This is an optimization exercise on Yosys and OpenROAD, whose aim is small area, a short achievable clock period and few clock cycles per item, not a production implementation. The RTL was checked by simulation tests, not by an equivalence proof against the original design. No activity file was given, so power comes from the tool's default toggle rates.

==> inputs of garnet <==
## shce_build
module shce_build (
    input  wire        clk,
    input  wire        rst,
    input  wire        wr_en,
    input  wire [4:0]  wr_sym,
    input  wire [15:0] wr_freq,
    input  wire        start,
    output wire        ready,
    output reg         done,
    input  wire [4:0]  rd_sym,
    output wire [5:0]  rd_len,
    output wire [30:0] rd_code,
    output reg  [5:0]  nsyms,
    output reg  [5:0]  maxlen,
    output reg         empty
);
export LEC_CHECK = 0
export CAP_MARGIN = 20
export CORE_MARGIN = 2
export CORE_UTILIZATION = 30
export PLACE_DENSITY = 0.5
export SETUP_SLACK_MARGIN = 4.2
export SLEW_MARGIN = 20
create_clock -name core_clock -period 10.0 [get_ports {clk}]
run.sh (not shown) runs the stock make flow with config.mk's settings and CLKGATE_MAP_FILE= SYNTH_SCRIPT=/design/flow/synth_recipe.tcl, a recipe that flattens the netlist after the stock synthesis.
==> inputs of maple, as changes to garnet <==
--- a/flow/design.v
+++ b/flow/design.v
@@ -64,19 +64,29 @@
             for (l = 0; l < 5; l = l + 1)
                 for (j = 0; j < (16 >> l); j = j + 1) begin
                     gg[j] = gg[2*j+1] | (ee[2*j+1] & gg[2*j]);
                     ee[j] = ee[2*j+1] & ee[2*j];
                 end
             less22 = gg[0];
         end
     endfunction
-    wire [3:0]  qh1 = qh + 4'd1;
-    wire [25:0] q0 = code_t[qh][25:0];           
-    wire [25:0] q1 = code_t[qh1][25:0];
+    wire [2:0]  qie = qh[3:1] + {2'd0, qh[0]};
+    wire [2:0]  qio = qh[3:1];
+    reg  [25:0] qev, qod;
+    always @* begin
+        qev = 26'd0;
+        qod = 26'd0;
+        for (i = 0; i < 8; i = i + 1) begin
+            if (qie == i[2:0]) qev = code_t[2*i][25:0];
+            if (qio == i[2:0]) qod = code_t[2*i+1][25:0];
+        end
+    end
+    wire [25:0] q0 = qh[0] ? qod : qev;
+    wire [25:0] q1 = qh[0] ? qev : qod;
     wire [20:0] l0w = {5'd0, sw[0]};             
     wire [20:0] l1w = {5'd0, sw[1]};
     wire lv0 = !sz[0] && (lc < 6'd32);
     wire lv1 = !sz[1] && (lc < 6'd31);
     wire lv2 = !sz[2] && (lc < 6'd30);
     wire iv0 = (qn != 5'd0);
     wire iv1 = (qn > 5'd1);
     wire c00 = !less22({1'b0, h0[20:0]}, {1'b0, l0w});
==> flow/flow/run.sh (new file) <==
#!/bin/bash
# The standard layout, with the port buffers made of plain buffers
# (sky130_fd_sc_hd__buf_4) instead of the delay buffers buffer_ports picks
# by default; they sit on the combinational read path rd_sym -> rd_code.
set -euo pipefail
export BUFFER_PORTS_ARGS="-buffer_cell sky130_fd_sc_hd__buf_4"
bash standard.sh > standard.log 2>&1
==> flow/standard.sh (new file) <==
#!/bin/bash
# synth_recipe.tcl (not shown) runs the flow's synth.tcl, then flattens the netlist and writes it again
# the make line also repeats each setting of config.mk as NAME=value (left out here)
make -C /OpenROAD-flow-scripts/flow DESIGN_CONFIG=/design/flow/config.mk WORK_HOME=/design/flow/orfs CLKGATE_MAP_FILE= SYNTH_SCRIPT=/design/flow/synth_recipe.tcl "${@:-finish}"
- CAP_MARGIN: 20 -> 10
- CTS_BUF_LIST: default -> sky130_fd_sc_hd__clkbuf_8
- SETUP_SLACK_MARGIN: 4.2 -> 4.0
- SLEW_MARGIN: 20 -> 10
removed: flow/run.sh
==> notes.md <==
status timing/DRC/antenna clean; Int Pwr around 27 mW; skew final 0.122 ns; die area between 400000 and 500000 µm²; worst hold start cm_a[19]$_DFF_P_; Mapped Cells between 10k and 15k; Synth top cells by count edfxtp_1, nand2_1, inv_1; max-slew violations 0; largest net degree at the start of global routing 123; Flop pwr share 31.4%; P_seq 16.8 mW; post-synthesis mux area share 1.39%
-- figures above: garnet

==> notes.md <==
status finished with violations; layout check failures max-capacitance violations, max-slew violations; largest net degree at the start of global routing 147; max-slew violations 3; skew final 0.155 ns; Synth top cells by count nand2_1, edfxtp_1, inv_1; post-synthesis mux area share 2.59%; MaxCap Viol Count 2; die area 461000 µm²; Flop pwr share 32.6%
-- figures above: maple

Testbench counts of garnet, summed over its fixed seeds: cycles 15,867, builds 240.
Testbench counts of maple, summed over its fixed seeds: cycles 15,867, builds 240.

## re-timing with driven ports
Ports are ideal in the flow. The routed layouts listed here were re-timed in OpenROAD.
Step 1, drivers: a clkbuf_16 drives clk and a buf_2 each remaining input, both assumed.
Step 2 times the ports against the registers' clock, not the clock port: input delays grow and output delays shrink by t, the midpoint of the rising clock arrivals with the driver on.
Three values: no drivers, after step 1, after step 2; two values: the first two.
run | t, ns | setup WS [ns] | hold WS [ns] | worst setup path after step 2 | worst slew at a driven data input, ns
garnet | 1.089 | 3.820 / 3.697 / 3.138 | 0.383 / 0.383 / 0.383 | input to register | 0.22
maple | 1.292 | 3.670 / 3.382 / 2.885 | 0.398 / 0.398 / 0.398 | input to register | 0.33
For maple, which loses most, drivers alone change the setup slack by -0.288 ns; drivers and shift together by -0.785 ns.
